Source: an optimization exercise on an open RTL-to-GDS flow (aim: small area, a short achievable clock period and few clock cycles). Production flows keep margins and buffers that such runs may drop. Function was checked by simulation only, so behaviour that the tests miss may differ from the original. No activity file was given, so power comes from the tool's default toggle rates.

## flow/run.sh

```bash
#!/bin/bash
# synth_recipe.tcl (not shown) runs the flow's synth.tcl, then flattens the netlist and writes it again
# the make line also repeats each setting of config.mk as NAME=value (left out here)
make -C /OpenROAD-flow-scripts/flow DESIGN_CONFIG=/design/flow/config.mk WORK_HOME=/design/flow/orfs CLKGATE_MAP_FILE= SYNTH_SCRIPT=/design/flow/synth_recipe.tcl finish
```

## flow/config.mk

```make
export PLATFORM = sky130hd
export DESIGN_NAME = frame_decoder
export DESIGN_NICKNAME = frame_decoder
export VERILOG_FILES = /design/flow/design.v
export SDC_FILE = /design/flow/constraint.sdc
export NUM_CORES = 4
export LEC_CHECK = 0
export ABC_AREA = 0
export CAP_MARGIN = 20
export CORE_MARGIN = 2
export CORE_UTILIZATION = 40
export SLEW_MARGIN = 20
```

## flow/constraint.sdc

```tcl
create_clock -name core_clock -period 6.0 [get_ports {clk}]
set_input_delay 1.2000 -clock core_clock [delete_from_list [all_inputs] [get_ports {clk}]]
set_output_delay 1.2000 -clock core_clock [all_outputs]
set_load 0.01 [all_outputs]
```

## flow/design.v

```verilog
module frame_decoder (
    input  wire       clk,
    input  wire       rst,
    input  wire       rx_valid,
    input  wire [7:0] rx_data,
    output wire       rx_ready,
    output reg        fr_valid,
    output reg        fr_sof,
    output reg        fr_eof,
    output reg  [7:0] fr_data,
    output reg        err_valid,
    output reg  [1:0] err_code,
    output reg  [7:0] err_info
);
    localparam BUF_CAP      = 128;    
    localparam ERR_CHECKSUM = 2'd1;
    localparam ERR_LENGTH   = 2'd2;
    localparam ERR_OVERFLOW = 2'd3;
    localparam S_SIZE   = 3'd0;
    localparam S_SIZEHI = 3'd1;
    localparam S_CMD    = 3'd2;
    localparam S_PAY    = 3'd3;
    localparam S_CHK    = 3'd4;
    localparam S_OUT    = 3'd5;
    reg  [2:0]  st;
    reg  [7:0]  acc;        
    reg  [14:0] rem;        
    reg  [7:0]  cmd;
    reg  [7:0]  n;          
    reg         ovf;        
    reg  [7:0]  rd;         
    reg  [7:0]  pbuf [0:BUF_CAP-1];
    wire        take     = rx_valid && rx_ready;
    wire [7:0]  acc_next = acc ^ rx_data;
    wire [14:0] len_long = {rem[14:8], rx_data};
    assign rx_ready = (st != S_OUT);
    always @(posedge clk) begin
        if (take && st == S_PAY && n != BUF_CAP)
            pbuf[n[6:0]] <= rx_data;
    end
    always @(posedge clk) begin
        if (rst) begin
            st        <= S_SIZE;
            acc       <= 8'h00;
            ovf       <= 1'b0;
            fr_valid  <= 1'b0;
            err_valid <= 1'b0;
        end else begin
            fr_valid  <= 1'b0;
            err_valid <= 1'b0;
            if (st == S_OUT) begin
                fr_valid <= 1'b1;
                fr_sof   <= (rd == 8'd0);
                fr_eof   <= (rd == n);
                fr_data  <= (rd == 8'd0) ? cmd : pbuf[rd[6:0] - 7'd1];
                rd       <= rd + 8'd1;
                if (rd == n)
                    st <= S_SIZE;
            end else if (take) begin
                acc <= acc_next;
                case (st)
                    S_SIZE: begin
                        if (rx_data == 8'h00) begin
                        end else if (!rx_data[7]) begin
                            rem <= {8'd0, rx_data[6:0]};
                            st  <= S_CMD;
                        end else begin
                            rem <= {rx_data[6:0], 8'd0};
                            st  <= S_SIZEHI;
                        end
                    end
                    S_SIZEHI: begin
                        if (len_long == 15'd0) begin
                            err_valid <= 1'b1;
                            err_code  <= ERR_LENGTH;
                            err_info  <= 8'h00;
                            st        <= S_SIZE;
                            acc       <= 8'h00;
                        end else begin
                            rem <= len_long;
                            st  <= S_CMD;
                        end
                    end
                    S_CMD: begin
                        cmd <= rx_data;
                        n   <= 8'd0;
                        rem <= rem - 15'd1;
                        st  <= (rem == 15'd1) ? S_CHK : S_PAY;
                    end
                    S_PAY: begin
                        if (n == BUF_CAP)
                            ovf <= 1'b1;
                        else
                            n <= n + 8'd1;
                        rem <= rem - 15'd1;
                        if (rem == 15'd1)
                            st <= S_CHK;
                    end
                    default: begin   
                        if (acc_next != 8'h00 || ovf) begin
                            err_valid <= 1'b1;
                            err_code  <= (acc_next != 8'h00) ? ERR_CHECKSUM : ERR_OVERFLOW;
                            err_info  <= acc_next;
                            st        <= S_SIZE;
                            acc       <= 8'h00;
                            ovf       <= 1'b0;
                        end else begin
                            st <= S_OUT;
                            rd <= 8'd0;
                        end
                    end
                endcase
            end
        end
    end
endmodule
```

==> flow_summary_export.csv <==
group,metric,value,unit
outcome,status,"timing/DRC/antenna clean",
route,vias,22731,
synth,ys_types,67,
timing,finClkSkew,0.0245,ns
setup_path,critPathMaxFanout,35,
synth,netlist_area,44100,µm²
grt,grt_start_max_net_pins,113,
placed_design,port_buffers,33,
clock_tree,h-tree-depth,3,
timing,relSlewSlack,24.5,%
clock_tree,cts_tree,"done",
synth,synth_area_leader_cell,"edfxtp_1",
flow_run,cap_viol_max_count,0,
setup_path,cpMostUsedCell,"o21ai_0",
synth,synth_fp_nets,2439,
synth,synth_most_common_cell,"edfxtp_1",
grt,overflow,0,
grt,grt_pass1_vias,23139,
setup_path,critPathTopFamily,"compound AO/OA/AOI/OAI gates",
setup_path,crit_chain,"inv_2 > ha_4 > buf_4 > mux4_2 > mux2i_1 > o21ai_0 > a41oi_1 > o21ai_0 > o2111a_1",
synth,seq_area_frac_synth,74.4,%
finish,fillCellCount,9207,
floorplanning,die_x,336,µm
timing,finalCriticalPeriod,4.45,ns
floorplanning,ioPinCount,34,
placed_design,pre_cts_slack,1.61,ns
power_and_ir_drop,p_leak,15.3,nW
route,routedWlPerCell,26.7,µm
clock_tree,cts.sinks,1097,
setup_path,cp-start-kind,"flop",
setup_path,worst-path-buf-inv,2,
route,firstDrtPassIters,5,
timing,period_share,74.1,%
floorplanning,dieArea,113000,µm²
finish,areaGrowthSynthToFinish,12.3,%
timing,finalSetupTns,0,ns
synth,ys_seq_elements,1097,
route,post-route-drc-count,0,
finish,seq_area,32800,µm²
synth,synth_warnings,1,
timing,worst_pin_slew,1.13,ns
min_path,min_path_type,"flop to flop",
timing,slew_viol_final,0,
grt,grt_usage,18.8,%
setup_path,slowest_delay,0.79,ns
setup_path,crit_required,6.45,ns
power_and_ir_drop,peakVddDrop,0.000217,V
synth,syn_inst,2421,
clock_tree,clk_pin_slew,0.06,ns
clock_tree,cts_buffer_depth,3,
clock_tree,cts_hold_buf,0,
setup_path,timing_worst_setup_path_type,"flop to flop",
floorplanning,coreArea,109000,µm²
floorplanning,placement_rows,121,
synth,synth_commonest_cells,"1083 x edfxtp_1, 220 x nor2_1, 205 x mux4_2, 181 x nand2_1, 163 x mux2i_1",
route,drt-initial-drc-count,2332,
timing,rsz0062_at_grt,"no",
floorplanning,die_y,336,µm
placed_design,place_congestion,0.846,
grt,grt_pass1_wl,156,mm
synth,synth-edff-count,1083,
synth,ys.flop_type,"edfxtp_1",
synth,avgSynthCellArea,18.2,µm²
timing,hold_viol_final,0,
clock_tree,cts_setup_buffers,0,
grt,antenna_found_initial,1,
route,avgViaCountPerCell,5.71,
setup_path,slowest_stage,"ha_4",
finish,drive_above_1_share,17.0,%
finish,multiInputGateArea,10600,µm²
power_and_ir_drop,cellPowerDensity,311,nW/µm²
timing,setup_slack,1.55,ns
synth,synth_top_area_share,73.8,%
clock_tree,clockRootBuffer,"clkbuf_16",
clock_tree,cts_resized,0,
setup_path,arrival,4.89,ns
synth,async_reset_ff_share,0,%
setup_path,endpoint_kind,"flop",
floorplanning,initial_utilization,40.4,%
timing,fmax,0.225,GHz
finish,nets,2497,
route,antenna_left,0,
route,drt_wl_total,106,mm
synth,synth.top_cells.by_area,"edfxtp_1 74%, mux4_2 10%, mux2i_1 3.7%, nor2_1 1.9%, nand2_1 1.5%",
finish,antennaDiodeCount,0,
placed_design,hpwlAfterDp,62.8,mm
timing,finalSetupViolations,0,
clock_tree,numCtsBuffers,111,
clock_tree,clkLatencyLatePin,0.69,ns
==> logic make-up (layout without fill, tap and decap cells) <==
family	Yosys count	after routing	synth area share, %
DFF	1097	1097	74.4
and+or+nand+nor	571	571	5.80
muxes	369	369	14.2
AOI/OAI and AO/OA	192	192	2.93
buffers and inverters	141	288	1.51
xor gates and xnor gates	44	44	0.926
adders and majority gates	7	7	0.199
==> power by group <==
group          total, mW  switching, mW  internal [mW]
clock network       6.74           2.92           3.81
registers           8.44         0.0131           8.43
logic              0.222          0.187         0.0350
==> cell type report <==
| cell class | count | area share [%] |
|---|---|---|
| clock buffers | 129 | 5.79 |
| inverters | 14 | 0.106 |
| flip-flops and latches | 1097 | 66.3 |
| clock inverters | 73 | 1.34 |
| multi-input cells | 1183 | 21.5 |
| repair buffers | 72 | 1.41 |
| well taps | 1414 | 3.57 |
==> worst register-to-register path, delay by kind of cell (launching register included) <==
kind | cells | cell delay (ns)
fa+ha+maj | 1 | 0.79
buf+inv | 2 | 0.90
flops | 1 | 0.60
compound gates | 4 | 1.16
mux | 2 | 0.75
==> metrics by stage <==
stage	power [mW]	hold slack, ns	util (%)	instances	area [µm²]
2_1_floorplan	8.66	0.464	-	2421	44100
6_report	15.4	0.504	45.4	3982	49500
3_5_place_dp	8.83	0.494	42.1	3779	45900
5_1_grt	15.8	0.526	45.4	3982	49500
4_1_cts	15.5	0.504	45.4	3981	49500
3_3_place_gp	8.82	0.488	42.1	3778	45900
==> worst paths after layout <==
| check | start | endpoint | slack, ns | cells past startpoint |
|---|---|---|---|---|
| worst min-delay path | acc[3] | acc[3] | 0.50 | 2 |
| worst max-delay path | rd[0] | fr_data[2] | 1.55 | 9 |
| worst min register to register | acc[3] | acc[3] | 0.50 | 2 |
| worst max register to register | rd[0] | fr_data[2] | 1.55 | 9 |
==> state kept, by name (all words and copies together), names as in the netlist <==
| name | flops |
|---|---|
| pbuf | 1024 |
| rem | 15 |
| acc | 8 |
| cmd | 8 |
| err_info | 8 |
| fr_data | 8 |
| n | 8 |
| rd | 8 |
| st | 3 |
| err_code | 2 |
| err_valid | 1 |
| fr_eof | 1 |
| fr_sof | 1 |
| fr_valid | 1 |
| ovf | 1 |
==> cells in the final DEF, fill, tap and decap left out, types with 9 or more instances in the layout <==
cell / synthesis / routed
nand2_1: 181 / 181
mux2i_1: 163 / 163
xor2_1: 11 / 11
a22oi_1: 15 / 15
bufinv_16: 0 / 9
a21oi_1: 30 / 30
clkbuf_16: 0 / 112
nand3b_1: 9 / 9
clkbuf_1: 45 / 17
nand4_1: 15 / 15
buf_4: 10 / 39
edfxtp_1: 1083 / 1083
clkinv_2: 0 / 21
xnor2_1: 30 / 30
clkinv_1: 0 / 22
a32oi_1: 15 / 15
clkdlybuf4s50_1: 0 / 25
clkinvlp_4: 0 / 9
mux4_2: 205 / 205
inv_1: 13 / 13
nor2_1: 220 / 220
dfxtp_1: 14 / 14
nand3_1: 70 / 70
o21ai_0: 54 / 54
nor3_1: 18 / 18
o22ai_1: 11 / 11
==> layer usage <==
layer  global-route usage (%)  routed length [µm]  vias up
met5                        0                   0        -
met3                     2.96                6700      170
met4                     4.83                2410        0
met1                     26.7               45800    11923
met2                     30.4               51300      832
li1                         -                   -     9806
Testbench counts, summed over its fixed seeds: cycles 45,555.

==> afterwards: timing with drivers on the ports <==
The flow's constraints put no driver on any port. The routed layout listed below was extracted and timed again, unchanged, in two steps. Step 1: set_driving_cell puts a clkbuf_16 on clk and a buf_2 on each other input, an assumption about the parent block. Step 2 times the ports against the registers' clock, not the clock port: input delays grow and output delays shrink by t, the midpoint of the rising clock arrivals with the driver on. Three values: ideal, step 1, step 2; two values: the first two.
shift t [ns]: 0.745
setup slack, ns: 1.552 / 1.552 / 1.552
latest minus earliest clock arrival (ns): 0.028 / 0.028
After both steps setup and hold are still met in this run. For this run, drivers alone change the setup slack by 0.000 ns; drivers and shift together by 0.000 ns.
